This design comes from an exercise in tuning for small area, a short achievable clock period and few clock cycles per item on the open sky130 flow, not from production work.
Function was checked by simulation only, so behaviour that the tests miss may differ from the original.

==> design/flow/design.v <==
module wto_fadd1 (
    input  wire [31:0] a,
    input  wire [31:0] b,
    output wire        bs,        
    output wire        zs,        
    output wire [7:0]  be,        
    output wire [27:0] sum        
);
    wire        swap = a[30:0] < b[30:0];
    wire [7:0]  ea   = (a[30:23] == 8'd0) ? 8'd1 : a[30:23];
    wire [7:0]  eb   = (b[30:23] == 8'd0) ? 8'd1 : b[30:23];
    wire [7:0]  dab  = ea - eb;
    wire [7:0]  dba  = eb - ea;
    wire [23:0] ma   = {a[30:23] != 8'd0, a[22:0]};
    wire [23:0] mb   = {b[30:23] != 8'd0, b[22:0]};
    wire [7:0]  ed   = swap ? dba : dab;
    wire [23:0] bm   = swap ? mb : ma;
    wire [23:0] sm   = swap ? ma : mb;
    reg  [25:0] v;
    reg         st;
    always @(*) begin
        v  = {sm, 2'b00};
        st = 1'b0;
        if (ed[4]) begin st = st | (v[15:0] != 16'd0); v = v >> 16; end
        if (ed[3]) begin st = st | (v[7:0]  != 8'd0);  v = v >> 8;  end
        if (ed[2]) begin st = st | (v[3:0]  != 4'd0);  v = v >> 4;  end
        if (ed[1]) begin st = st | (v[1:0]  != 2'd0);  v = v >> 2;  end
        if (ed[0]) begin st = st | v[0];               v = v >> 1;  end
        if (ed[7:5] != 3'd0) begin
            v  = 26'd0;
            st = (sm != 24'd0);
        end
    end
    assign bs  = swap ? b[31] : a[31];
    assign zs  = a[31] & b[31];
    assign be  = swap ? eb : ea;
    assign sum = (a[31] != b[31]) ? {1'b0, bm, 3'b000} - {2'b00, v, st}
                                  : {1'b0, bm, 3'b000} + {2'b00, v, st};
endmodule
module wto_fadd2 #(
    parameter SUBN = 1           
) (
    input  wire        bs,
    input  wire        zs,
    input  wire [7:0]  be,
    input  wire [27:0] sum,
    output wire [31:0] y
);
    wire        hold = (SUBN != 0) && (be == 8'd1);
    reg [26:0] v;
    reg  [4:0] lz;
    always @(*) begin
        v  = sum[26:0];
        lz = 5'd0;
        if (!hold) begin
            if (v[26:11] == 16'd0) begin v = v << 16; lz = lz + 5'd16; end
            if (v[26:19] == 8'd0)  begin v = v << 8;  lz = lz + 5'd8;  end
            if (v[26:23] == 4'd0)  begin v = v << 4;  lz = lz + 5'd4;  end
            if (v[26:25] == 2'd0)  begin v = v << 2;  lz = lz + 5'd2;  end
            if (v[26] == 1'b0)     begin v = v << 1;  lz = lz + 5'd1;  end
        end
    end
    wire [26:0] nrm = sum[27] ? {sum[27:2], sum[1] | sum[0]} : v;
    wire [7:0]  e   = sum[27] ? be + 8'd1 : be - {3'd0, lz};
    wire        rnd = nrm[2] & (nrm[1] | nrm[0] | nrm[3]);
    wire [30:0] pk  = {(nrm[26] ? e : 8'd0), nrm[25:3]} + {30'd0, rnd};
    assign y = (sum == 28'd0) ? {zs, 31'd0} : {bs, pk};
endmodule
module wto_fstep (
    input  wire [37:0] p,
    input  wire        pst,
    input  wire [37:0] w,
    output wire [37:0] y
);
    wire [38:0] x = {1'b0, p} + {1'b0, w};
    reg  [38:0] t;                                   
    always @(*) begin
        t = x;
        t = t | (t >> 1);
        t = t | (t >> 2);
        t = t | (t >> 4);
        t = t | (t >> 8);
        t = t | (t >> 16);
        t = t | (t >> 32);
    end
    wire [37:0] m    = {23'd0, t[38:24]};
    wire [37:0] gsel = {23'd0, t[38:24] & ~{1'b0, t[38:25]}};
    wire        g    = |(x[37:0] & gsel);
    wire        l    = |(x[38:1] & gsel);
    wire        s    = pst | (|(x[36:0] & {23'd0, t[38:25]}));
    wire        rnd  = g & (s | l);
    wire [37:0] up   = (x[37:0] | m) + 38'd1;
    assign y = rnd ? up : (x[37:0] & ~m);
endmodule
module wto_f2x (
    input  wire [31:0] f,
    output wire [37:0] x,
    output wire        st
);
    wire [7:0]  e  = (f[30:23] == 8'd0) ? 8'd1 : f[30:23];
    wire [7:0]  rs = 8'd126 - e;                     
    wire [5:0]  sh = (rs > 8'd63) ? 6'd63 : rs[5:0];
    wire [101:0] v = {f[30:23] != 8'd0, f[22:0], 78'd0} >> sh;
    assign x  = v[101:64];
    assign st = (v[63:0] != 64'd0);
endmodule
module wto_x2f (
    input  wire [37:0] x,
    output reg  [31:0] f
);
    reg [5:0]  lz;
    reg [37:0] n;
    always @(*) begin
        n  = x;
        lz = 6'd0;
        if (n[37:6]  == 32'd0) begin n = n << 32; lz = lz + 6'd32; end
        if (n[37:22] == 16'd0) begin n = n << 16; lz = lz + 6'd16; end
        if (n[37:30] == 8'd0)  begin n = n << 8;  lz = lz + 6'd8;  end
        if (n[37:34] == 4'd0)  begin n = n << 4;  lz = lz + 6'd4;  end
        if (n[37:36] == 2'd0)  begin n = n << 2;  lz = lz + 6'd2;  end
        if (n[37] == 1'b0)     begin n = n << 1;  lz = lz + 6'd1;  end
        if (x == 38'd0) f = 32'd0;
        else            f = {1'b0, 8'd126 - {2'd0, lz}, n[36:14]};
    end
endmodule
module wto_kunit (
    input  wire [37:0] p,
    input  wire        pst,
    output wire [4:0]  u,
    output wire [23:0] kn,
    output wire [4:0]  kl,
    output wire        kone,
    output wire        kzero
);
    wire        big = (p[37:32] != 6'd0);
    wire [4:0]  ub  = p[37:33] - {4'd0, ~p[32]};
    reg  [32:0] kb;
    reg  [4:0]  lz;
    always @(*) begin
        kb = {~p[32], p[31:0]};
        lz = 5'd0;
        if (kb[32:17] == 16'd0) begin kb = kb << 16; lz = lz + 5'd16; end
        if (kb[32:25] == 8'd0)  begin kb = kb << 8;  lz = lz + 5'd8;  end
        if (kb[32:29] == 4'd0)  begin kb = kb << 4;  lz = lz + 5'd4;  end
        if (kb[32:31] == 2'd0)  begin kb = kb << 2;  lz = lz + 5'd2;  end
        if (kb[32] == 1'b0)     begin kb = kb << 1;  lz = lz + 5'd1;  end
    end
    wire [23:0] a   = p[31:8];
    wire        g   = p[7];
    wire        st  = pst | (p[6:0] != 7'd0);
    wire [24:0] b   = {1'b0, a} + {24'd0, g & (st | a[0])};
    wire [24:0] kf  = 25'h0800000 + {1'b0, b[24:1]} + {24'd0, b[0] & b[1]};
    assign u     = big ? ub : 5'd31;
    assign kn    = big ? kb[32:9] : (kf[24] ? 24'h800000 : kf[23:0]);
    assign kl    = big ? lz : 5'd0;
    assign kone  = ~big & kf[24];
    assign kzero = big & p[32] & (p[31:0] == 32'd0);
endmodule
module wto_mul24 (
    input  wire [23:0] a,
    input  wire [23:0] b,
    output wire [47:0] p
);
    wire [25:0] y = {2'd0, a};
    wire o0 = y[0] ^ 1'b0;
    wire t0 = (y[1] & ~y[0] & ~1'b0) | (~y[1] & y[0] & 1'b0);
    wire n0 = y[1];
    wire [25:0] m0 = (o0 ? {2'b00, b} : 26'd0) | (t0 ? {1'b0, b, 1'b0} : 26'd0);
    wire [25:0] q0 = m0 ^ {26{n0}};
    wire [47:0] r0 = {19'd0, {~n0, n0, n0, q0}};
    wire o1 = y[2] ^ y[1];
    wire t1 = (y[3] & ~y[2] & ~y[1]) | (~y[3] & y[2] & y[1]);
    wire n1 = y[3];
    wire [25:0] m1 = (o1 ? {2'b00, b} : 26'd0) | (t1 ? {1'b0, b, 1'b0} : 26'd0);
    wire [25:0] q1 = m1 ^ {26{n1}};
    wire [47:0] r1 = {18'd0, {1'b1, ~n1, q1}, 2'd0};
    wire o2 = y[4] ^ y[3];
    wire t2 = (y[5] & ~y[4] & ~y[3]) | (~y[5] & y[4] & y[3]);
    wire n2 = y[5];
    wire [25:0] m2 = (o2 ? {2'b00, b} : 26'd0) | (t2 ? {1'b0, b, 1'b0} : 26'd0);
    wire [25:0] q2 = m2 ^ {26{n2}};
    wire [47:0] r2 = {16'd0, {1'b1, ~n2, q2}, 4'd0};
    wire o3 = y[6] ^ y[5];
    wire t3 = (y[7] & ~y[6] & ~y[5]) | (~y[7] & y[6] & y[5]);
    wire n3 = y[7];
    wire [25:0] m3 = (o3 ? {2'b00, b} : 26'd0) | (t3 ? {1'b0, b, 1'b0} : 26'd0);
    wire [25:0] q3 = m3 ^ {26{n3}};
    wire [47:0] r3 = {14'd0, {1'b1, ~n3, q3}, 6'd0};
    wire o4 = y[8] ^ y[7];
    wire t4 = (y[9] & ~y[8] & ~y[7]) | (~y[9] & y[8] & y[7]);
    wire n4 = y[9];
    wire [25:0] m4 = (o4 ? {2'b00, b} : 26'd0) | (t4 ? {1'b0, b, 1'b0} : 26'd0);
    wire [25:0] q4 = m4 ^ {26{n4}};
    wire [47:0] r4 = {12'd0, {1'b1, ~n4, q4}, 8'd0};
    wire o5 = y[10] ^ y[9];
    wire t5 = (y[11] & ~y[10] & ~y[9]) | (~y[11] & y[10] & y[9]);
    wire n5 = y[11];
    wire [25:0] m5 = (o5 ? {2'b00, b} : 26'd0) | (t5 ? {1'b0, b, 1'b0} : 26'd0);
    wire [25:0] q5 = m5 ^ {26{n5}};
    wire [47:0] r5 = {10'd0, {1'b1, ~n5, q5}, 10'd0};
    wire o6 = y[12] ^ y[11];
    wire t6 = (y[13] & ~y[12] & ~y[11]) | (~y[13] & y[12] & y[11]);
    wire n6 = y[13];
    wire [25:0] m6 = (o6 ? {2'b00, b} : 26'd0) | (t6 ? {1'b0, b, 1'b0} : 26'd0);
    wire [25:0] q6 = m6 ^ {26{n6}};
    wire [47:0] r6 = {8'd0, {1'b1, ~n6, q6}, 12'd0};
    wire o7 = y[14] ^ y[13];
    wire t7 = (y[15] & ~y[14] & ~y[13]) | (~y[15] & y[14] & y[13]);
    wire n7 = y[15];
    wire [25:0] m7 = (o7 ? {2'b00, b} : 26'd0) | (t7 ? {1'b0, b, 1'b0} : 26'd0);
    wire [25:0] q7 = m7 ^ {26{n7}};
    wire [47:0] r7 = {6'd0, {1'b1, ~n7, q7}, 14'd0};
    wire o8 = y[16] ^ y[15];
    wire t8 = (y[17] & ~y[16] & ~y[15]) | (~y[17] & y[16] & y[15]);
    wire n8 = y[17];
    wire [25:0] m8 = (o8 ? {2'b00, b} : 26'd0) | (t8 ? {1'b0, b, 1'b0} : 26'd0);
    wire [25:0] q8 = m8 ^ {26{n8}};
    wire [47:0] r8 = {4'd0, {1'b1, ~n8, q8}, 16'd0};
    wire o9 = y[18] ^ y[17];
    wire t9 = (y[19] & ~y[18] & ~y[17]) | (~y[19] & y[18] & y[17]);
    wire n9 = y[19];
    wire [25:0] m9 = (o9 ? {2'b00, b} : 26'd0) | (t9 ? {1'b0, b, 1'b0} : 26'd0);
    wire [25:0] q9 = m9 ^ {26{n9}};
    wire [47:0] r9 = {2'd0, {1'b1, ~n9, q9}, 18'd0};
    wire o10 = y[20] ^ y[19];
    wire t10 = (y[21] & ~y[20] & ~y[19]) | (~y[21] & y[20] & y[19]);
    wire n10 = y[21];
    wire [25:0] m10 = (o10 ? {2'b00, b} : 26'd0) | (t10 ? {1'b0, b, 1'b0} : 26'd0);
    wire [25:0] q10 = m10 ^ {26{n10}};
    wire [47:0] r10 = {{1'b1, ~n10, q10}, 20'd0};
    wire o11 = y[22] ^ y[21];
    wire t11 = (y[23] & ~y[22] & ~y[21]) | (~y[23] & y[22] & y[21]);
    wire n11 = y[23];
    wire [25:0] m11 = (o11 ? {2'b00, b} : 26'd0) | (t11 ? {1'b0, b, 1'b0} : 26'd0);
    wire [25:0] q11 = m11 ^ {26{n11}};
    wire [49:0] rw11 = {{1'b1, ~n11, q11}, 22'd0};
    wire [47:0] r11 = rw11[47:0];
    wire o12 = y[24] ^ y[23];
    wire t12 = (y[25] & ~y[24] & ~y[23]) | (~y[25] & y[24] & y[23]);
    wire n12 = y[25];
    wire [25:0] m12 = (o12 ? {2'b00, b} : 26'd0) | (t12 ? {1'b0, b, 1'b0} : 26'd0);
    wire [25:0] q12 = m12 ^ {26{n12}};
    wire [51:0] rw12 = {{1'b1, ~n12, q12}, 24'd0};
    wire [47:0] r12 = rw12[47:0];
    wire [47:0] r13 = {1'b0, 1'b0, 1'b0, 1'b0, 1'b0, 1'b0, 1'b0, 1'b0, 1'b0, 1'b0, 1'b0, 1'b0, 1'b0, 1'b0, 1'b0, 1'b0, 1'b0, 1'b0, 1'b0, 1'b0, 1'b0, 1'b0, 1'b0, n12, 1'b0, n11, 1'b0, n10, 1'b0, n9, 1'b0, n8, 1'b0, n7, 1'b0, n6, 1'b0, n5, 1'b0, n4, 1'b0, n3, 1'b0, n2, 1'b0, n1, 1'b0, n0};
    wire [47:0] s0 = r0 ^ r1 ^ r2;
    wire [47:0] c0w = (r0 & r1) | (r0 & r2) | (r1 & r2);
    wire [47:0] c0 = {c0w[46:0], 1'b0};
    wire [47:0] s1 = r3 ^ r4 ^ r5;
    wire [47:0] c1w = (r3 & r4) | (r3 & r5) | (r4 & r5);
    wire [47:0] c1 = {c1w[46:0], 1'b0};
    wire [47:0] s2 = r6 ^ r7 ^ r8;
    wire [47:0] c2w = (r6 & r7) | (r6 & r8) | (r7 & r8);
    wire [47:0] c2 = {c2w[46:0], 1'b0};
    wire [47:0] s3 = r9 ^ r10 ^ r11;
    wire [47:0] c3w = (r9 & r10) | (r9 & r11) | (r10 & r11);
    wire [47:0] c3 = {c3w[46:0], 1'b0};
    wire [47:0] s4 = s0 ^ c0 ^ s1;
    wire [47:0] c4w = (s0 & c0) | (s0 & s1) | (c0 & s1);
    wire [47:0] c4 = {c4w[46:0], 1'b0};
    wire [47:0] s5 = c1 ^ s2 ^ c2;
    wire [47:0] c5w = (c1 & s2) | (c1 & c2) | (s2 & c2);
    wire [47:0] c5 = {c5w[46:0], 1'b0};
    wire [47:0] s6 = s3 ^ c3 ^ r12;
    wire [47:0] c6w = (s3 & c3) | (s3 & r12) | (c3 & r12);
    wire [47:0] c6 = {c6w[46:0], 1'b0};
    wire [47:0] s7 = s4 ^ c4 ^ s5;
    wire [47:0] c7w = (s4 & c4) | (s4 & s5) | (c4 & s5);
    wire [47:0] c7 = {c7w[46:0], 1'b0};
    wire [47:0] s8 = c5 ^ s6 ^ c6;
    wire [47:0] c8w = (c5 & s6) | (c5 & c6) | (s6 & c6);
    wire [47:0] c8 = {c8w[46:0], 1'b0};
    wire [47:0] s9 = s7 ^ c7 ^ s8;
    wire [47:0] c9w = (s7 & c7) | (s7 & s8) | (c7 & s8);
    wire [47:0] c9 = {c9w[46:0], 1'b0};
    wire [47:0] s10 = s9 ^ c9 ^ c8;
    wire [47:0] c10w = (s9 & c9) | (s9 & c8) | (c9 & c8);
    wire [47:0] c10 = {c10w[46:0], 1'b0};
    wire [47:0] s11 = s10 ^ c10 ^ r13;
    wire [47:0] c11w = (s10 & c10) | (s10 & r13) | (c10 & r13);
    wire [47:0] c11 = {c11w[46:0], 1'b0};
    assign p = s11 + c11;
endmodule
module wto_mul7 (
    input  wire [6:0] a,
    input  wire [23:0] b,
    output wire [30:0] p
);
    wire [7:0] y = {1'd0, a};
    wire o0 = y[0] ^ 1'b0;
    wire t0 = (y[1] & ~y[0] & ~1'b0) | (~y[1] & y[0] & 1'b0);
    wire n0 = y[1];
    wire [25:0] m0 = (o0 ? {2'b00, b} : 26'd0) | (t0 ? {1'b0, b, 1'b0} : 26'd0);
    wire [25:0] q0 = m0 ^ {26{n0}};
    wire [30:0] r0 = {2'd0, {~n0, n0, n0, q0}};
    wire o1 = y[2] ^ y[1];
    wire t1 = (y[3] & ~y[2] & ~y[1]) | (~y[3] & y[2] & y[1]);
    wire n1 = y[3];
    wire [25:0] m1 = (o1 ? {2'b00, b} : 26'd0) | (t1 ? {1'b0, b, 1'b0} : 26'd0);
    wire [25:0] q1 = m1 ^ {26{n1}};
    wire [30:0] r1 = {1'd0, {1'b1, ~n1, q1}, 2'd0};
    wire o2 = y[4] ^ y[3];
    wire t2 = (y[5] & ~y[4] & ~y[3]) | (~y[5] & y[4] & y[3]);
    wire n2 = y[5];
    wire [25:0] m2 = (o2 ? {2'b00, b} : 26'd0) | (t2 ? {1'b0, b, 1'b0} : 26'd0);
    wire [25:0] q2 = m2 ^ {26{n2}};
    wire [31:0] rw2 = {{1'b1, ~n2, q2}, 4'd0};
    wire [30:0] r2 = rw2[30:0];
    wire o3 = y[6] ^ y[5];
    wire t3 = (y[7] & ~y[6] & ~y[5]) | (~y[7] & y[6] & y[5]);
    wire n3 = y[7];
    wire [25:0] m3 = (o3 ? {2'b00, b} : 26'd0) | (t3 ? {1'b0, b, 1'b0} : 26'd0);
    wire [25:0] q3 = m3 ^ {26{n3}};
    wire [33:0] rw3 = {{1'b1, ~n3, q3}, 6'd0};
    wire [30:0] r3 = rw3[30:0];
    wire [30:0] r4 = {1'b0, 1'b0, 1'b0, 1'b0, 1'b0, 1'b0, 1'b0, 1'b0, 1'b0, 1'b0, 1'b0, 1'b0, 1'b0, 1'b0, 1'b0, 1'b0, 1'b0, 1'b0, 1'b0, 1'b0, 1'b0, 1'b0, 1'b0, 1'b0, n3, 1'b0, n2, 1'b0, n1, 1'b0, n0};
    wire [30:0] s0 = r0 ^ r1 ^ r2;
    wire [30:0] c0w = (r0 & r1) | (r0 & r2) | (r1 & r2);
    wire [30:0] c0 = {c0w[29:0], 1'b0};
    wire [30:0] s1 = s0 ^ c0 ^ r3;
    wire [30:0] c1w = (s0 & c0) | (s0 & r3) | (c0 & r3);
    wire [30:0] c1 = {c1w[29:0], 1'b0};
    wire [30:0] s2 = s1 ^ c1 ^ r4;
    wire [30:0] c2w = (s1 & c1) | (s1 & r4) | (c1 & r4);
    wire [30:0] c2 = {c2w[29:0], 1'b0};
    assign p = s2 + c2;
endmodule
module wto_kmul1 (
    input  wire [23:0] kn,
    input  wire [22:0] dm,
    output wire [25:0] ph,        
    output wire        pst        
);
    wire [47:0] p;
    wto_mul24 u_m (.a(kn), .b({1'b1, dm}), .p(p));
    assign ph  = p[47:22];
    assign pst = (p[21:0] != 22'd0);
endmodule
module wto_kmul2 (
    input  wire [25:0] ph,
    input  wire        pst,
    input  wire        ds,
    input  wire [7:0]  de,
    input  wire [4:0]  kl,
    input  wire        kone,
    input  wire        kzero,
    output wire [31:0] y
);
    wire [7:0]  e   = de - 8'd1 - {3'd0, kl} + {7'd0, ph[25]} + {7'd0, kone};
    wire [22:0] m   = ph[25] ? ph[24:2] : ph[23:1];
    wire        g   = ph[25] ? ph[1] : ph[0];
    wire        st  = ph[25] ? (ph[0] | pst) : pst;
    wire        lsb = m[0];
    wire        rnd = g & (st | lsb);
    wire [30:0] r   = {e, m} + {30'd0, rnd};
    assign y = (kzero || de == 8'd0) ? {ds, 31'd0} : {ds, r};
endmodule
module wto_wround (
    input  wire [30:0] p,                                   
    input  wire [2:0]  wc,
    input  wire [31:0] d,
    output wire [31:0] y
);
    wire [7:0]  e   = d[30:23] - {5'd0, wc} - {7'd0, ~p[30]};
    wire [22:0] m   = p[30] ? p[29:7] : p[28:6];
    wire        g   = p[30] ? p[6] : p[5];
    wire        st  = p[30] ? (p[5:0] != 6'd0) : (p[4:0] != 5'd0);
    wire        rnd = g & (st | m[0]);
    assign y = (d[30:0] == 31'd0) ? {d[31], 31'd0} : {d[31], {e, m} + {30'd0, rnd}};
endmodule
module wto_wt_rom (
    input  wire [6:0]  addr,    
    output reg  [31:0] data
);
    always @(*) begin
        case (addr)
            7'd0: data = 32'h3F58D499;
            7'd1: data = 32'h3F7AE148;
            7'd2: data = 32'h3F56EF10;
            7'd3: data = 32'h3F54E4FB;
            7'd4: data = 32'h3F37A0F5;
            7'd5: data = 32'h3F331E2B;
            7'd6: data = 32'h3F170BA6;
            7'd7: data = 32'h3F11DE04;
            7'd8: data = 32'h3EEC68B1;
            7'd9: data = 32'h3EE1846C;
            7'd10: data = 32'h3EAA8E78;
            7'd11: data = 32'h3E9F68D1;
            7'd12: data = 32'h3E514260;
            7'd13: data = 32'h3E3AB5CF;
            7'd14: data = 32'h3D9AA60C;
            7'd15: data = 32'h3D5AAAED;
            7'd16: data = 32'h3F145553;
            7'd17: data = 32'h3F7AE148;
            7'd18: data = 32'h3F3224BD;
            7'd19: data = 32'h3F343EBD;
            7'd20: data = 32'h3F32C910;
            7'd21: data = 32'h3F0C560D;
            7'd22: data = 32'h3F0EE46B;
            7'd23: data = 32'h3EFE0E55;
            7'd24: data = 32'h3EC9470B;
            7'd25: data = 32'h3ECA2568;
            7'd26: data = 32'h3E9DE1F3;
            7'd27: data = 32'h3E71D5D5;
            7'd28: data = 32'h3E667188;
            7'd29: data = 32'h3E01A55E;
            7'd30: data = 32'h3DA14795;
            7'd31: data = 32'h3D512A15;
            7'd32: data = 32'h3EE78EB0;
            7'd33: data = 32'h3F7AE148;
            7'd34: data = 32'h3F6331F5;
            7'd35: data = 32'h3F26F943;
            7'd36: data = 32'h3F243767;
            7'd37: data = 32'h3F2E9E82;
            7'd38: data = 32'h3F128F41;
            7'd39: data = 32'h3EE5D2CC;
            7'd40: data = 32'h3EE2167D;
            7'd41: data = 32'h3EDA3DB0;
            7'd42: data = 32'h3EA1770B;
            7'd43: data = 32'h3E699229;
            7'd44: data = 32'h3E62B48C;
            7'd45: data = 32'h3E36E155;
            7'd46: data = 32'h3D8A0FF7;
            7'd47: data = 32'h3B57B1D2;
            7'd48: data = 32'h3EB33EE4;
            7'd49: data = 32'h3F5D41BF;
            7'd50: data = 32'h3F7AE148;
            7'd51: data = 32'h3F4D722D;
            7'd52: data = 32'h3F1B1B1D;
            7'd53: data = 32'h3F0E2BAA;
            7'd54: data = 32'h3F180F48;
            7'd55: data = 32'h3F13A5C9;
            7'd56: data = 32'h3EEC6235;
            7'd57: data = 32'h3EACFCF0;
            7'd58: data = 32'h3E94D81E;
            7'd59: data = 32'h3E967AB9;
            7'd60: data = 32'h3E83D680;
            7'd61: data = 32'h3E1C63E0;
            7'd62: data = 32'h3D3A83A4;
            7'd63: data = 32'h3B0196F6;
            7'd64: data = 32'h3E808CD5;
            7'd65: data = 32'h3F2F0DDD;
            7'd66: data = 32'h3F702DA1;
            7'd67: data = 32'h3F7AE148;
            7'd68: data = 32'h3F5B7A00;
            7'd69: data = 32'h3F2B4B5A;
            7'd70: data = 32'h3F03402B;
            7'd71: data = 32'h3EE0A91D;
            7'd72: data = 32'h3EDF6B2B;
            7'd73: data = 32'h3EE77AD0;
            7'd74: data = 32'h3EDC2805;
            7'd75: data = 32'h3EB16530;
            7'd76: data = 32'h3E62D2D2;
            7'd77: data = 32'h3DCF4CDB;
            7'd78: data = 32'h3CCFCD73;
            7'd79: data = 32'h3A848B02;
            7'd80: data = 32'h3E4E8237;
            7'd81: data = 32'h3F11D560;
            7'd82: data = 32'h3F57431F;
            7'd83: data = 32'h3F7A9100;
            7'd84: data = 32'h3F7AE148;
            7'd85: data = 32'h3F5F687A;
            7'd86: data = 32'h3F34B7B4;
            7'd87: data = 32'h3F08A6CB;
            7'd88: data = 32'h3ECC64BB;
            7'd89: data = 32'h3EA5327F;
            7'd90: data = 32'h3E992019;
            7'd91: data = 32'h3E9B53FB;
            7'd92: data = 32'h3E9AB36B;
            7'd93: data = 32'h3E88D564;
            7'd94: data = 32'h3E3EDBAE;
            7'd95: data = 32'h3D896100;
            7'd96: data = 32'h3E173C18;
            7'd97: data = 32'h3EDBA74C;
            7'd98: data = 32'h3F2B8311;
            7'd99: data = 32'h3F59755E;
            7'd100: data = 32'h3F7441FD;
            7'd101: data = 32'h3F7AE148;
            7'd102: data = 32'h3F6EB6A3;
            7'd103: data = 32'h3F5342CF;
            7'd104: data = 32'h3F2D8B25;
            7'd105: data = 32'h3F034DA2;
            7'd106: data = 32'h3EB44236;
            7'd107: data = 32'h3E5A8EC0;
            7'd108: data = 32'h3DDEB889;
            7'd109: data = 32'h3D2C2E48;
            7'd110: data = 32'h3C1AA93F;
            7'd111: data = 32'h39BAE0E6;
            7'd112: data = 32'h3DC5AD1B;
            7'd113: data = 32'h3E925BA5;
            7'd114: data = 32'h3EEDAC28;
            7'd115: data = 32'h3F1FED3B;
            7'd116: data = 32'h3F42DF08;
            7'd117: data = 32'h3F5E53B4;
            7'd118: data = 32'h3F713D23;
            7'd119: data = 32'h3F7AE148;
            7'd120: data = 32'h3F7AE148;
            7'd121: data = 32'h3F713D23;
            7'd122: data = 32'h3F5E53B4;
            7'd123: data = 32'h3F42DF08;
            7'd124: data = 32'h3F1FED3B;
            7'd125: data = 32'h3EEDAC28;
            7'd126: data = 32'h3E925BA5;
            7'd127: data = 32'h3DC5AD1B;
            default: data = 32'h00000000;
        endcase
    end
endmodule
module wto_nb_rom (
    input  wire [2:0]  addr,
    output reg  [31:0] data
);
    always @(*) begin
        case (addr)
            3'd0: data = 32'h42100000;   
            3'd1: data = 32'h42400000;   
            3'd2: data = 32'h42700000;   
            3'd3: data = 32'h42870000;   
            3'd4: data = 32'h429E0000;   
            3'd5: data = 32'h42B60000;   
            3'd6: data = 32'h42CE0000;   
            3'd7: data = 32'h42E60000;   
            default: data = 32'h00000000;
        endcase
    end
endmodule
module wto_d_rom (
    input  wire [6:0]  addr,    
    output reg  [31:0] data
);
    always @(*) begin
        case (addr)
            7'd0: data = 32'h3E0832BC;
            7'd1: data = 32'hBE0FC8E0;
            7'd2: data = 32'hBC028540;
            7'd3: data = 32'hBDEA2030;
            7'd4: data = 32'hBC905940;
            7'd5: data = 32'hBDE09428;
            7'd6: data = 32'hBCA5B440;
            7'd7: data = 32'hBDDD4D5C;
            7'd8: data = 32'hBCAE4450;
            7'd9: data = 32'hBDDBD7D0;
            7'd10: data = 32'hBCB25A70;
            7'd11: data = 32'hBDDB1E84;
            7'd12: data = 32'hBCB46488;
            7'd13: data = 32'hBDDAC592;
            7'd14: data = 32'hBCB54256;
            7'd15: data = 32'hBDDAAAED;
            7'd16: data = 32'h3ECD17EA;
            7'd17: data = 32'hBE917916;
            7'd18: data = 32'h3C068000;
            7'd19: data = 32'hBBBAD680;
            7'd20: data = 32'hBE19CC0C;
            7'd21: data = 32'h3C239780;
            7'd22: data = 32'hBD7DD408;
            7'd23: data = 32'hBDD31D28;
            7'd24: data = 32'h3ADE5D00;
            7'd25: data = 32'hBDB10DD4;
            7'd26: data = 32'hBD93DC22;
            7'd27: data = 32'hBC3644D0;
            7'd28: data = 32'hBDC99854;
            7'd29: data = 32'hBD44064E;
            7'd30: data = 32'hBCE2CA2A;
            7'd31: data = 32'hBDD12A15;
            7'd32: data = 32'h3F0719F0;
            7'd33: data = 32'hBDBD7A98;
            7'd34: data = 32'hBE70E2C8;
            7'd35: data = 32'hBC307700;
            7'd36: data = 32'h3D2671B0;
            7'd37: data = 32'hBDE07A08;
            7'd38: data = 32'hBDFD2ED8;
            7'd39: data = 32'hBBEF13C0;
            7'd40: data = 32'hBC7B19A0;
            7'd41: data = 32'hBDE31A94;
            7'd42: data = 32'hBDB2B7DA;
            7'd43: data = 32'hBBDBB3A0;
            7'd44: data = 32'hBD2F4CDC;
            7'd45: data = 32'hBDE3B2B3;
            7'd46: data = 32'hBD835268;
            7'd47: data = 32'hBBD7B1D2;
            7'd48: data = 32'h3F03A24D;
            7'd49: data = 32'h3DECFC48;
            7'd50: data = 32'hBE35BC6C;
            7'd51: data = 32'hBE495C40;
            7'd52: data = 32'hBD4EF730;
            7'd53: data = 32'h3D1E39E0;
            7'd54: data = 32'hBC8D2FE0;
            7'd55: data = 32'hBDEBA574;
            7'd56: data = 32'hBDFD9514;
            7'd57: data = 32'hBD412690;
            7'd58: data = 32'h3B514D80;
            7'd59: data = 32'hBD1521C8;
            7'd60: data = 32'hBDD69240;
            7'd61: data = 32'hBDDB85EE;
            7'd62: data = 32'hBD326A35;
            7'd63: data = 32'hBB8196F6;
            7'd64: data = 32'h3EDD8EE5;
            7'd65: data = 32'h3E823F88;
            7'd66: data = 32'h3D2B3A70;
            7'd67: data = 32'hBDFB3A40;
            7'd68: data = 32'hBE40BA98;
            7'd69: data = 32'hBE202CBC;
            7'd70: data = 32'hBD975CE4;
            7'd71: data = 32'hBB1EF900;
            7'd72: data = 32'h3C80FA50;
            7'd73: data = 32'hBCB52CB0;
            7'd74: data = 32'hBDAB0B54;
            7'd75: data = 32'hBDFFEF1C;
            7'd76: data = 32'hBDF658C9;
            7'd77: data = 32'hBD9B597E;
            7'd78: data = 32'hBCC784C3;
            7'd79: data = 32'hBB048B02;
            7'd80: data = 32'h3EBC69A4;
            7'd81: data = 32'h3E8ADB7E;
            7'd82: data = 32'h3E0D3784;
            7'd83: data = 32'h3AA09000;
            7'd84: data = 32'hBDDBC670;
            7'd85: data = 32'hBE2AC318;
            7'd86: data = 32'hBE3043A4;
            7'd87: data = 32'hBE09D1B6;
            7'd88: data = 32'hBD9CC8F0;
            7'd89: data = 32'hBCC12660;
            7'd90: data = 32'h3B8CF880;
            7'd91: data = 32'hBAA09000;
            7'd92: data = 32'hBD0EF038;
            7'd93: data = 32'hBDA59E34;
            7'd94: data = 32'hBDF4565C;
            7'd95: data = 32'hBE096100;
            7'd96: data = 32'h3E900940;
            7'd97: data = 32'h3E76BDAC;
            7'd98: data = 32'h3E37C934;
            7'd99: data = 32'h3DD664F8;
            7'd100: data = 32'h3CD3E960;
            7'd101: data = 32'hBD42AA50;
            7'd102: data = 32'hBDDB9EA0;
            7'd103: data = 32'hBE16DEA8;
            7'd104: data = 32'hBE28F60C;
            7'd105: data = 32'hBE24B21C;
            7'd106: data = 32'hBE0DF5AC;
            7'd107: data = 32'hBDD664F7;
            7'd108: data = 32'hBD88A165;
            7'd109: data = 32'hBD0583F8;
            7'd110: data = 32'hBC14D238;
            7'd111: data = 32'hBA3AE0E6;
            7'd112: data = 32'h3E41E0BC;
            7'd113: data = 32'h3E36A106;
            7'd114: data = 32'h3E245C9C;
            7'd115: data = 32'h3E0BC734;
            7'd116: data = 32'h3DDBA560;
            7'd117: data = 32'h3D974B78;
            7'd118: data = 32'h3D1A4250;
            7'd119: data = 32'h00000000;
            7'd120: data = 32'hBD1A4250;
            7'd121: data = 32'hBD974B78;
            7'd122: data = 32'hBDDBA560;
            7'd123: data = 32'hBE0BC734;
            7'd124: data = 32'hBE245C9C;
            7'd125: data = 32'hBE36A106;
            7'd126: data = 32'hBE41E0BC;
            7'd127: data = 32'hBE45AD1B;
            default: data = 32'h00000000;
        endcase
    end
endmodule
module wto_d0_rom (
    input  wire [2:0]  addr,    
    output reg  [31:0] data
);
    always @(*) begin
        case (addr)
            3'd0: data = 32'h3FD8D499;
            3'd1: data = 32'h3F945553;
            3'd2: data = 32'h3F678EB0;
            3'd3: data = 32'h3F333EE4;
            3'd4: data = 32'h3F008CD5;
            3'd5: data = 32'h3ECE8237;
            3'd6: data = 32'h3E973C18;
            3'd7: data = 32'h3E45AD1B;
            default: data = 32'h00000000;
        endcase
    end
endmodule
module wavetable_osc (
    input  wire        clk,
    input  wire        rst,             
    input  wire        cmd_valid,
    output wire        cmd_ready,
    input  wire [31:0] cmd_word,
    input  wire [31:0] cmd_w0,
    output reg         smp_valid,
    output reg  [31:0] smp_data,
    output wire        idle,
    output reg  [31:0] phase,
    output reg         reset_pending,
    output reg         err_cmd,
    output reg         err_w0
);
    localparam [3:0] OP_INIT = 4'd1, OP_FILL = 4'd2, OP_NOTE_ON = 4'd3,
                     OP_NOTE_OFF = 4'd4, OP_PARAM = 4'd5;
    function [31:0] q31_encode;
        input [31:0] x;
        reg [31:0] mag;
        begin
            if (x[30:23] >= 8'd127)
                q31_encode = x[31] ? 32'h80000000 : 32'h7FFFFFFF;
            else begin
                if (x[30:23] >= 8'd119)
                    mag = {8'd0, 1'b1, x[22:0]} << (x[30:23] - 8'd119);
                else if (x[30:23] >= 8'd95)
                    mag = {8'd0, 1'b1, x[22:0]} >> (8'd119 - x[30:23]);
                else
                    mag = 32'd0;
                q31_encode = x[31] ? -mag : mag;
            end
        end
    endfunction
    reg         rdy_q, idle_q;
    reg         h_full;
    reg  [31:0] h_cw, h_w0;
    assign cmd_ready = rdy_q;
    assign idle      = idle_q;
    wire acc = cmd_valid & rdy_q;
    reg  [37:0] pf;                  
    reg         pst;                 
    reg  [11:0] g_left;              
    reg         g_slow;              
    reg         g_big;               
    reg         g_zero;              
    reg  [37:0] g_wx;                
    reg  [31:0] g_wf;                
    reg  [2:0]  g_row;               
    reg         g_xf;                
    reg  [6:0]  g_wn;                
    reg  [2:0]  g_wc;                
    reg         g_w1;
    reg  [2:0]  sc;                  
    reg         jB2, jB3, jC, jD;    
    wire [3:0] op     = h_cw[31:28];
    reg        free_q, emit_q;
    wire       free   = free_q;
    wire       exec   = h_full & free;
    wire       emit   = emit_q;
    wire cap_en = ~h_full | free;
    always @(posedge clk)
        if (cap_en) begin
            h_cw <= cmd_word;
            h_w0 <= cmd_w0;
        end
    wire       inject = emit & g_slow;
    wire       w0_ok  = (h_w0[30:23] != 8'hFF) && (!h_w0[31] || h_w0[30:0] == 31'd0);
    wire       fillok = (op == OP_FILL) && w0_ok;
    wire       fill   = exec && fillok;
    wire       zphase = (exec && op == OP_INIT) || (fill && reset_pending);
    wire [15:0] pitch = h_cw[15:0];
    function [2:0] nb_scan;
        input [16:0] v;
        begin
            if      (v <= 17'd9216)  nb_scan = 3'd0;    
            else if (v <= 17'd12288) nb_scan = 3'd1;    
            else if (v <= 17'd15360) nb_scan = 3'd2;    
            else if (v <= 17'd17280) nb_scan = 3'd3;    
            else if (v <= 17'd20224) nb_scan = 3'd4;    
            else if (v <= 17'd23296) nb_scan = 3'd5;    
            else if (v <= 17'd26368) nb_scan = 3'd6;    
            else                     nb_scan = 3'd7;    
        end
    endfunction
    wire [2:0] sel_i0 = nb_scan({1'b0, pitch});
    wire [2:0] sel_i1 = nb_scan({1'b0, pitch} + 17'd256);
    wire       sel_xf = (sel_i0 != sel_i1) && (pitch[7:0] != 8'd0);
    wire       sel_w1 = (pitch[7:0] >= 8'd128);
    reg  [2:0] sel_wc;
    integer    wi;
    always @(*) begin
        sel_wc = 3'd6;
        for (wi = 0; wi <= 6; wi = wi + 1)
            if (pitch[wi]) sel_wc = 3'd6 - wi[2:0];
    end
    wire [6:0] sel_wn = pitch[6:0] << sel_wc;
    wire [7:0]  w_e    = h_w0[30:23];
    wire        w_zero = (h_w0[30:0] == 31'd0);
    wire        w_big  = (w_e >= 8'd150);
    wire        w_slow = !w_zero && !w_big && (w_e < 8'd113 || w_e > 8'd126);
    wire [7:0]  w_sh   = w_e - 8'd112;                                   
    wire [37:0] w_x    = {14'd0, 1'b1, h_w0[22:0]} << w_sh[3:0];
    wire [37:0] pf_step;
    wto_fstep u_fs (.p(pf), .pst(pst), .w(g_wx), .y(pf_step));
    reg  [31:0] C_s1;
    reg  [31:0] S_q;                 
    always @(posedge clk)
        if (jC) S_q <= C_s1;
    wire [37:0] s_x;
    wire        s_st;
    wto_f2x u_f2x (.f(S_q), .x(s_x), .st(s_st));
    wire        s_ge1 = (S_q[30:23] >= 8'd127);
    wire        s_int = (S_q[30:23] >= 8'd150);
    wire [7:0]  s_ni  = S_q[30:23] - 8'd127;                  
    wire [22:0] s_fr  = S_q[22:0] << s_ni[4:0];               
    wire [31:0] pf_float;
    wto_x2f u_x2f (.x(pf), .f(pf_float));
    wire [11:0] frames    = h_cw[27:16];
    wire        f_eq0     = (frames == 12'd0);
    wire        f_le1     = (frames[11:1] == 11'd0);
    wire        gl_eq0    = (g_left == 12'd0);
    wire        gl_eq1    = (g_left == 12'd1);
    wire        gl_eq2    = (g_left == 12'd2);
    wire        gd_eq0    = gl_eq0 | (gl_eq1 & emit);
    wire        gd_le1    = gl_eq0 | gl_eq1 | (gl_eq2 & emit);
    wire [11:0] g_left_nx = fill ? frames : (emit ? g_left - 12'd1 : g_left);
    wire        gn_eq0    = fill ? f_eq0 : gd_eq0;
    wire        h_full_nx = acc | (h_full & ~exec);
    wire        slow_nx   = fill ? w_slow : g_slow;
    wire        free_f    = w_slow ? f_eq0 : f_le1;
    wire        free_g    = g_slow ? (gd_eq0 & ~inject & ~jB2 & ~jB3) : gd_le1;
    wire        free_nx   = fill ? free_f : free_g;
    wire [2:0]  sc_nx     = fill ? (w_slow ? 3'd2 : 3'd0) : inject ? 3'd5 : (sc != 3'd0) ? sc - 3'd1 : 3'd0;
    wire        emit_nx   = ~gn_eq0 & (sc_nx == 3'd0);
    reg vA, vB1, vB2, vB3, vC, vD1, vD2, vE0, vE1, vE2, vF;
    reg rst_q;
    always @(posedge clk)
        rst_q <= rst;
    always @(posedge clk) begin
        if (rst) begin
            rdy_q  <= 1'b0;
            idle_q <= 1'b0;
        end else if (rst_q) begin
            rdy_q  <= 1'b1;
            idle_q <= 1'b0;
        end else begin
            rdy_q  <= ~h_full_nx | free_nx;
            idle_q <= ~h_full_nx & gn_eq0 & ~inject & ~jB2 & ~jB3 & ~jC & ~emit
                      & ~vA & ~vB1 & ~vB2 & ~vB3 & ~vC & ~vD1 & ~vD2 & ~vE0 & ~vE1 & ~vE2 & ~vF;
        end
    end
    always @(posedge clk) begin
        if (rst_q) begin
            h_full        <= 1'b0;
            g_left        <= 12'd0;
            g_slow        <= 1'b0;
            sc            <= 3'd0;
            free_q        <= 1'b1;
            emit_q        <= 1'b0;
            jB2           <= 1'b0;
            jB3           <= 1'b0;
            jC            <= 1'b0;
            jD            <= 1'b0;
            pf            <= 38'd0;
            pst           <= 1'b0;
            phase         <= 32'd0;
            reset_pending <= 1'b0;
            err_cmd       <= 1'b0;
            err_w0        <= 1'b0;
        end else begin
            h_full <= h_full_nx;
            g_left <= g_left_nx;
            g_slow <= slow_nx;
            jB2    <= inject;
            jB3    <= jB2;
            jC     <= jB3;
            jD     <= jC;
            sc     <= sc_nx;
            free_q <= free_nx;
            emit_q <= emit_nx;
            if (zphase) begin
                pf    <= 38'd0;
                pst   <= 1'b0;
                phase <= 32'd0;
            end else if (jD) begin
                if (s_int) begin
                    pf    <= 38'd0;
                    pst   <= 1'b0;
                    phase <= 32'd0;
                end else if (s_ge1) begin
                    pf    <= {s_fr, 15'd0};
                    pst   <= 1'b0;
                end else begin
                    pf    <= s_x;
                    pst   <= s_st;
                    phase <= S_q;
                end
            end else begin
                if (emit && !g_slow) begin
                    if (!g_zero) begin
                        pf  <= g_big ? 38'd0 : pf_step;
                        pst <= 1'b0;
                    end
                end
                if (!pst) phase <= pf_float;
            end
            if (exec) begin
                case (op)
                    OP_INIT:     reset_pending <= 1'b0;
                    OP_NOTE_ON:  reset_pending <= 1'b1;
                    OP_NOTE_OFF: ;
                    OP_PARAM:    ;
                    OP_FILL: begin
                        if (!w0_ok) err_w0 <= 1'b1;
                        else        reset_pending <= 1'b0;
                    end
                    default:     err_cmd <= 1'b1;
                endcase
            end
        end
    end
    always @(posedge clk)
        if (free) begin
            g_big  <= w_big;
            g_zero <= w_zero;
            g_wx   <= w_x;
            g_wf   <= {1'b0, h_w0[30:0]};
            g_row  <= sel_i0;
            g_xf   <= sel_xf;
            g_wn   <= sel_wn;
            g_wc   <= sel_wc;
            g_w1   <= sel_w1;
        end
    wire [4:0]  k_u, k_l;
    wire [23:0] k_n;
    wire        k_one, k_zero;
    wto_kunit u_k (.p(pf), .pst(pst), .u(k_u), .kn(k_n), .kl(k_l), .kone(k_one), .kzero(k_zero));
    wire [3:0]  k_j   = k_u[4] ? 4'd14 - k_u[3:0] : k_u[3:0];
    wire        k_u31 = (k_u == 5'd31);
    wire [2:0]  row1  = g_row + 3'd1;
    wire [31:0] dm_r0, dm_r1, ds_r0, ds_r1;
    wto_d_rom  u_d0 (.addr({g_row, k_j}), .data(dm_r0));
    wto_d_rom  u_d1 (.addr({row1, k_j}),  .data(dm_r1));
    wto_d0_rom u_e0 (.addr(g_row),        .data(ds_r0));
    wto_d0_rom u_e1 (.addr(row1),         .data(ds_r1));
    wire [31:0] d_r0 = k_u31 ? ds_r0 : dm_r0;
    wire [31:0] d_r1 = k_u31 ? ds_r1 : dm_r1;
    reg  [23:0] A_kn;
    reg  [4:0]  A_kl;
    reg         A_kone, A_kzero;
    reg  [31:0] A_d0, A_d1;
    reg  [4:0]  A_u;
    reg  [2:0]  A_row;
    reg         A_xf;
    reg  [10:0] A_wt;
    always @(posedge clk) begin
        A_kn    <= k_n;
        A_kl    <= k_l;
        A_kone  <= k_one;
        A_kzero <= k_zero;
        A_d0    <= d_r0;
        A_d1    <= d_r1;
        A_u     <= k_u;
        A_row   <= g_row;
        A_xf    <= g_xf;
        A_wt    <= {g_w1, g_wc, g_wn};
    end
    wire [25:0] p0h, p1h;
    wire        p0s, p1s;
    wto_kmul1 u_p0 (.kn(A_kn), .dm(A_d0[22:0]), .ph(p0h), .pst(p0s));
    wto_kmul1 u_p1 (.kn(A_kn), .dm(A_d1[22:0]), .ph(p1h), .pst(p1s));
    reg  [25:0] B1_p0, B1_p1;
    reg         B1_p0s, B1_p1s;
    reg  [8:0]  B1_d0, B1_d1;        
    reg  [4:0]  B1_kl;
    reg         B1_kone, B1_kzero;
    reg  [4:0]  B1_u;
    reg  [2:0]  B1_row;
    reg         B1_xf;
    reg  [10:0] B1_wt;
    always @(posedge clk) begin
        B1_p0    <= p0h;
        B1_p1    <= p1h;
        B1_p0s   <= p0s;
        B1_p1s   <= p1s;
        B1_d0    <= A_d0[31:23];
        B1_d1    <= A_d1[31:23];
        B1_kl    <= A_kl;
        B1_kone  <= A_kone;
        B1_kzero <= A_kzero;
        B1_u     <= A_u;
        B1_row   <= A_row;
        B1_xf    <= A_xf;
        B1_wt    <= A_wt;
    end
    wire [31:0] m_r0, m_r1, wt_r0, wt_r1;
    wto_kmul2 u_r0 (.ph(B1_p0), .pst(B1_p0s), .ds(B1_d0[8]), .de(B1_d0[7:0]),
                    .kl(B1_kl), .kone(B1_kone), .kzero(B1_kzero), .y(m_r0));
    wto_kmul2 u_r1 (.ph(B1_p1), .pst(B1_p1s), .ds(B1_d1[8]), .de(B1_d1[7:0]),
                    .kl(B1_kl), .kone(B1_kone), .kzero(B1_kzero), .y(m_r1));
    wire [3:0] x0 = B1_u[3:0] ^ {4{B1_u[4]}};
    wto_wt_rom u_w0 (.addr({B1_row, x0}),        .data(wt_r0));
    wto_wt_rom u_w1 (.addr({B1_row + 3'd1, x0}), .data(wt_r1));
    wire [31:0] a_r0 = {wt_r0[31] ^ B1_u[4], wt_r0[30:0]};
    wire [31:0] a_r1 = {wt_r1[31] ^ B1_u[4], wt_r1[30:0]};
    reg  [31:0] B2_a0, B2_m0, B2_a1, B2_m1;
    reg         B2_xf;
    reg  [10:0] B2_wt;
    always @(posedge clk) begin
        B2_a0 <= a_r0;
        B2_m0 <= m_r0;
        B2_a1 <= inject ? phase : a_r1;
        B2_m1 <= inject ? g_wf  : m_r1;
        B2_xf <= B1_xf;
        B2_wt <= B1_wt;
    end
    wire        x0_bs, x0_zs, x1_bs, x1_zs;
    wire [7:0]  x0_be, x1_be;
    wire [27:0] x0_sum, x1_sum;
    wto_fadd1 u_a0 (.a(B2_a0), .b(B2_m0), .bs(x0_bs), .zs(x0_zs), .be(x0_be), .sum(x0_sum));
    wto_fadd1 u_a1 (.a(B2_a1), .b(B2_m1), .bs(x1_bs), .zs(x1_zs), .be(x1_be), .sum(x1_sum));
    reg         B3_bs0, B3_zs0, B3_bs1, B3_zs1;
    reg  [7:0]  B3_be0, B3_be1;
    reg  [27:0] B3_sum0, B3_sum1;
    reg         B3_xf;
    reg  [10:0] B3_wt;
    always @(posedge clk) begin
        B3_bs0 <= x0_bs; B3_zs0 <= x0_zs; B3_be0 <= x0_be; B3_sum0 <= x0_sum;
        B3_bs1 <= x1_bs; B3_zs1 <= x1_zs; B3_be1 <= x1_be; B3_sum1 <= x1_sum;
        B3_xf  <= B2_xf;
        B3_wt  <= B2_wt;
    end
    wire [31:0] s_r0, s_r1;
    wto_fadd2 #(.SUBN(0)) u_c0 (.bs(B3_bs0), .zs(B3_zs0), .be(B3_be0), .sum(B3_sum0), .y(s_r0));
    wto_fadd2             u_c1 (.bs(B3_bs1), .zs(B3_zs1), .be(B3_be1), .sum(B3_sum1), .y(s_r1));
    reg  [31:0] C_s0;
    reg         C_xf;
    reg  [10:0] C_wt;
    always @(posedge clk) begin
        C_s0 <= s_r0;
        C_s1 <= s_r1;
        C_xf <= B3_xf;
        C_wt <= B3_wt;
    end
    wire        y0_bs, y0_zs;
    wire [7:0]  y0_be;
    wire [27:0] y0_sum;
    wto_fadd1 u_d2a (.a(C_s1), .b({~C_s0[31], C_s0[30:0]}), .bs(y0_bs), .zs(y0_zs), .be(y0_be), .sum(y0_sum));
    reg         D1_bs, D1_zs;
    reg  [7:0]  D1_be;
    reg  [27:0] D1_sum;
    reg  [31:0] D1_s0;
    reg         D1_xf;
    reg  [10:0] D1_wt;
    always @(posedge clk) begin
        D1_bs <= y0_bs; D1_zs <= y0_zs; D1_be <= y0_be; D1_sum <= y0_sum;
        D1_s0 <= C_s0;
        D1_xf <= C_xf;
        D1_wt <= C_wt;
    end
    wire [31:0] d2;
    wto_fadd2 #(.SUBN(0)) u_d2b (.bs(D1_bs), .zs(D1_zs), .be(D1_be), .sum(D1_sum), .y(d2));
    reg  [31:0] D2_d2, D2_s0;
    reg         D2_xf;
    reg  [10:0] D2_wt;
    always @(posedge clk) begin
        D2_d2 <= d2;
        D2_s0 <= D1_s0;
        D2_xf <= D1_xf;
        D2_wt <= D1_wt;
    end
    wire [30:0] wp;
    wto_mul7 u_m2 (.a(D2_wt[6:0]), .b({1'b1, D2_d2[22:0]}), .p(wp));
    reg  [30:0] E0_p;
    reg  [31:0] E0_d2, E0_s0;
    reg         E0_xf;
    reg  [3:0]  E0_wt;
    always @(posedge clk) begin
        E0_p  <= wp;
        E0_d2 <= D2_d2;
        E0_s0 <= D2_s0;
        E0_xf <= D2_xf;
        E0_wt <= D2_wt[10:7];
    end
    wire [31:0] m2;
    wto_wround u_wr (.p(E0_p), .wc(E0_wt[2:0]), .d(E0_d2), .y(m2));
    reg  [31:0] E1_m2, E1_s0;
    always @(posedge clk) begin
        E1_m2 <= !E0_xf ? 32'd0 : E0_wt[3] ? E0_d2 : m2;
        E1_s0 <= E0_s0;
    end
    wire        z0_bs, z0_zs;
    wire [7:0]  z0_be;
    wire [27:0] z0_sum;
    wto_fadd1 u_sxa (.a(E1_s0), .b(E1_m2), .bs(z0_bs), .zs(z0_zs), .be(z0_be), .sum(z0_sum));
    reg         E2_bs, E2_zs;
    reg  [7:0]  E2_be;
    reg  [27:0] E2_sum;
    always @(posedge clk) begin
        E2_bs <= z0_bs; E2_zs <= z0_zs; E2_be <= z0_be; E2_sum <= z0_sum;
    end
    wire [31:0] sx;
    wto_fadd2 #(.SUBN(0)) u_sxb (.bs(E2_bs), .zs(E2_zs), .be(E2_be), .sum(E2_sum), .y(sx));
    reg  [31:0] F_s;
    always @(posedge clk)
        F_s <= sx;
    always @(posedge clk)
        smp_data <= q31_encode(F_s);
    always @(posedge clk) begin
        if (rst_q) begin
            vA <= 1'b0; vB1 <= 1'b0; vB2 <= 1'b0; vB3 <= 1'b0; vC <= 1'b0; vD1 <= 1'b0;
            vD2 <= 1'b0; vE0 <= 1'b0; vE1 <= 1'b0; vE2 <= 1'b0; vF <= 1'b0;
        end else begin
            vA <= emit; vB1 <= vA; vB2 <= vB1; vB3 <= vB2; vC <= vB3; vD1 <= vC;
            vD2 <= vD1; vE0 <= vD2; vE1 <= vE0; vE2 <= vE1; vF <= vE2;
        end
    end
    always @(posedge clk)
        smp_valid <= vF & ~rst & ~rst_q;
endmodule
==> design/flow/run.sh <==
#!/bin/bash
# synth_recipe.tcl (not shown) runs the flow's synth.tcl, then flattens the netlist and writes it again
# the make line also repeats each setting of config.mk as NAME=value (left out here)
make -C /OpenROAD-flow-scripts/flow DESIGN_CONFIG=/design/flow/config.mk WORK_HOME=/design/flow/orfs CLKGATE_MAP_FILE= SYNTH_SCRIPT=/design/flow/synth_recipe.tcl finish
==> design/flow/config.mk <==
export PLATFORM = sky130hd
export DESIGN_NAME = wavetable_osc
export DESIGN_NICKNAME = wavetable_osc
export VERILOG_FILES = /design/flow/design.v
export SDC_FILE = /design/flow/constraint.sdc
export NUM_CORES = 4
export LEC_CHECK = 0
export ABC_AREA = 1
export CAP_MARGIN = 20
export CORE_MARGIN = 2
export CORE_UTILIZATION = 40
export PLACE_DENSITY = 0.55
export SLEW_MARGIN = 20
export SYNTH_HIERARCHICAL = 1
export SYNTH_MEMORY_MAX_BITS = 16384
==> design/flow/constraint.sdc <==
create_clock -name core_clock -period 30.0 [get_ports {clk}]
set_input_delay 6.0000 -clock core_clock [delete_from_list [all_inputs] [get_ports {clk}]]
set_output_delay 6.0000 -clock core_clock [all_outputs]
set_load 0.01 [all_outputs]
==> results.json <==
{
  "grt.overflow.total": 0,
  "initial_core_util_pct": 40.2,
  "die_h_microns": 640,
  "cp_num_buf_inv": 1,
  "synth-seq-cells": 1236,
  "cts_tree": "built",
  "syn_avg_cell_area_sq_um": 6.19,
  "clock_skew_ps": 61.5,
  "hold_violations": 0,
  "slew_headroom_pct": 17.9,
  "critPathKind": "register to output port",
  "cts_made_buffers": 160,
  "area_delta_synth_final_pct": 5.56,
  "synth-edff-count": 182,
  "drt_iter0_drc": 17800,
  "clock_latency_ps": 910,
  "cp-end-kind": "output port",
  "post-route-period-util_pct": 26.6,
  "ctsHtreeMaxLevel": 4,
  "tns_ps": 0,
  "layout_setup_ws_ps": 22030,
  "place_congestion": 0.980,
  "ant_nets": 0,
  "drv_cap": 0,
  "worstHoldPathType": "register to register",
  "required_ps": 24000,
  "vias": 168000,
  "synth_cell_types": 89,
  "slew_viol_final": 0,
  "grt_max_degree": 155,
  "ys_seq_area_share_pct": 16.4,
  "fp.coreArea_sq_um": 403000,
  "grt_pass1_wl_mm": 995,
  "crit_path_top_delay_cell": "clkdlybuf4s50_1",
  "netlist.area_leader.share_pct": 18.9,
  "cts_hold_buf": 0,
  "fmax_mhz": 125,
  "crit_chain": "clkdlybuf4s50_1",
  "rows": 233,
  "clockBufferDepth": 4,
  "grt_usage_pct": 31.5,
  "ctsResizeCount": 0,
  "drc": 0,
  "fillers": 44100,
  "post-route-min-period_ps": 7970,
  "antenna_found_initial": 41,
  "synth-async-reset-ratio_pct": 0,
  "die_area_sq_um": 409000,
  "clk_pin_slew_worst_paths_ps": 60,
  "wl_mm": 668,
  "cts_setup_buffers": 0,
  "cp-start-kind": "register",
  "post_drt_via_cell_ratio": 5.43,
  "setup_viol": 0,
  "max_stage_delay_ps": 600,
  "grt_pass1_vias": 158000,
  "top_regs": "g_wx (38), pf (38)",
  "die_w_microns": 640,
  "yosysTopAreaCell": "nand2_1",
  "synth.cell_area_sq_um": 162000,
  "cts_root_buf": "clkbuf_16",
  "critPathTopFamily": "buffers and inverters",
  "rsz0062_at_grt": "false",
  "final_layout_size_suffix_gt1_share_pct": 7.42,
  "synthTopCellsByArea": "nand2_1 (19%), dfxtp_1 (13%), inv_1 (7.8%)",
  "dp_slack_ps": 22390,
  "dp_hpwl_mm": 524,
  "cts_sinks": 1236,
  "dr.pass1.iters": 9,
  "synth_commonest_cells": "nand2_1 (8157), inv_1 (3374), nand3_1 (2308)",
  "tightest_slew_ps": 1220,
  "synth_warnings": 16,
  "ys.flop_type": "dfxtp_1",
  "ios": 137,
  "crit_fanout": 3,
  "arrival_ps": 1970,
  "synth_most_common_cell": "nand2_1",
  "synth_cells": 26100,
  "outcome": "no timing/DRC/antenna violations",
  "place.port_buffers": 136,
  "wl_per_cell_microns": 21.6,
  "nets": 27000
}
==> per-stage QoR <==
step	std cells	hold WS [ps]	cell area, sq um	utilization, %
2_1_floorplan	26100	310	162000	-
3_3_place_gp	30600	310	165000	41.0
3_5_place_dp	30600	312	165000	41.0
4_1_cts	30900	318	171000	42.4
5_1_grt	30900	317	171000	42.4
6_report	30900	319	171000	42.4
==> layout by cell type, fill, tap and decap left out, types with 164 or more instances in the layout <==
cell and count:
a21oi_1 788, buf_4 215, clkbuf_16 164, dfxtp_1 1036
edfxtp_1 182, fa_1 609, ha_1 958, inv_1 3365
inv_2 196, nand2_1 8155, nand2_2 273, nand3_1 2308
nand4_1 290, nor2_1 2125, nor2_2 212, o21ai_0 1052
o22ai_1 627, xor2_1 984
==> cell type report <==
type                       count  area [sq um]  share of cell area, %
clock buffer                 205          4450                   2.61
antenna                        8          20.0                 0.0117
inverter                    3609         13600                   7.97
sequential                  1236         26600                   15.6
clock inverter                88          1170                  0.686
timing repair buffer         358          3120                   1.83
multi-input combinational  20000        115000                   67.3
tap                         5405          6760                   3.96
==> kinds of logic (layout without fill, tap and decap cells) <==
group / count (synthesis) / after routing / share of synthesized area, %
muxes: 92 / 92 / 0.620
adders and majority gates: 1568 / 1568 / 15.0
buffers and inverters: 4868 / 4260 / 12.7
xor gates and xnor gates: 1062 / 1062 / 5.77
DFF: 1236 / 1236 / 16.4
and+or+nand+nor: 14100 / 14100 / 37.9
other: 14 / 50 / 0.0325
AOI/OAI and AO/OA: 3168 / 3168 / 11.6
==> Yosys stat by module (local to each module, per instance), excerpt <==
| module | flip-flops and latches | copies in the design | area [sq um] | cells inside |
|---|---|---|---|---|
| wto_kmul2 | 0 | 2 | 2060 | 379 |
| wto_wround | 0 | 1 | 1880 | 369 |
| wto_mul24 | 0 | 2 | 17600 | 2342 |
| wto_d0_rom | 0 | 2 | 389 | 70 |
| wto_kunit | 0 | 1 | 3410 | 686 |
| wto_x2f | 0 | 1 | 2190 | 501 |
==> routing by layer <==
layer | wire length, microns | track usage, %
met4 | 30100 | 12.6
met3 | 49900 | 4.46
met5 | 257 | 0
met2 | 296000 | 50.1
met1 | 292000 | 42.6
==> path summary, 6_finish.rpt <==
path                        endpoint  depth (start not counted)  slack (ps)              startpoint
hold / removal      D2_s0[1]$_DFF_P_                          0         320        D1_s0[1]$_DFF_P_
setup / recovery           phase[29]                          1       22030  phase[29]$_SDFFE_PP0P_
hold reg to reg     D2_s0[1]$_DFF_P_                          0         320        D1_s0[1]$_DFF_P_
setup reg to reg  D1_sum[25]$_DFF_P_                         39       22220        C_s0[24]$_DFF_P_
Testbench counts, summed over its fixed seeds: cycles 41,414, items 41,154.

[afterwards: timing with drivers on the ports]
Ports are ideal in the flow. The routed layout listed here was re-timed in OpenROAD. Step 1 (the two cells are an assumption about what drives the block):
set clk [get_ports {clk}]
set_driving_cell -lib_cell sky130_fd_sc_hd__clkbuf_16 $clk
set_driving_cell -lib_cell sky130_fd_sc_hd__buf_2 [delete_from_list [all_inputs] $clk]
Step 2 also shifts input and output timing later by t, the mid clock arrival at the registers, as if the neighbouring blocks saw the same clock. Slacks: ideal / step 1 / step 2; pairs: ideal / step 1.
t (ns): 0.996
setup WS [ns]: 22.028 / 21.918 / 22.221
hold slack, ns: 0.319 / 0.319 / 0.319
clock arrival spread, ns: 0.066 / 0.066
worst register clock-pin slew, ns: 0.08 / 0.08
After both steps setup and hold are still met in this run. For this run, drivers alone change the setup slack by -0.110 ns; drivers and shift together by +0.193 ns.
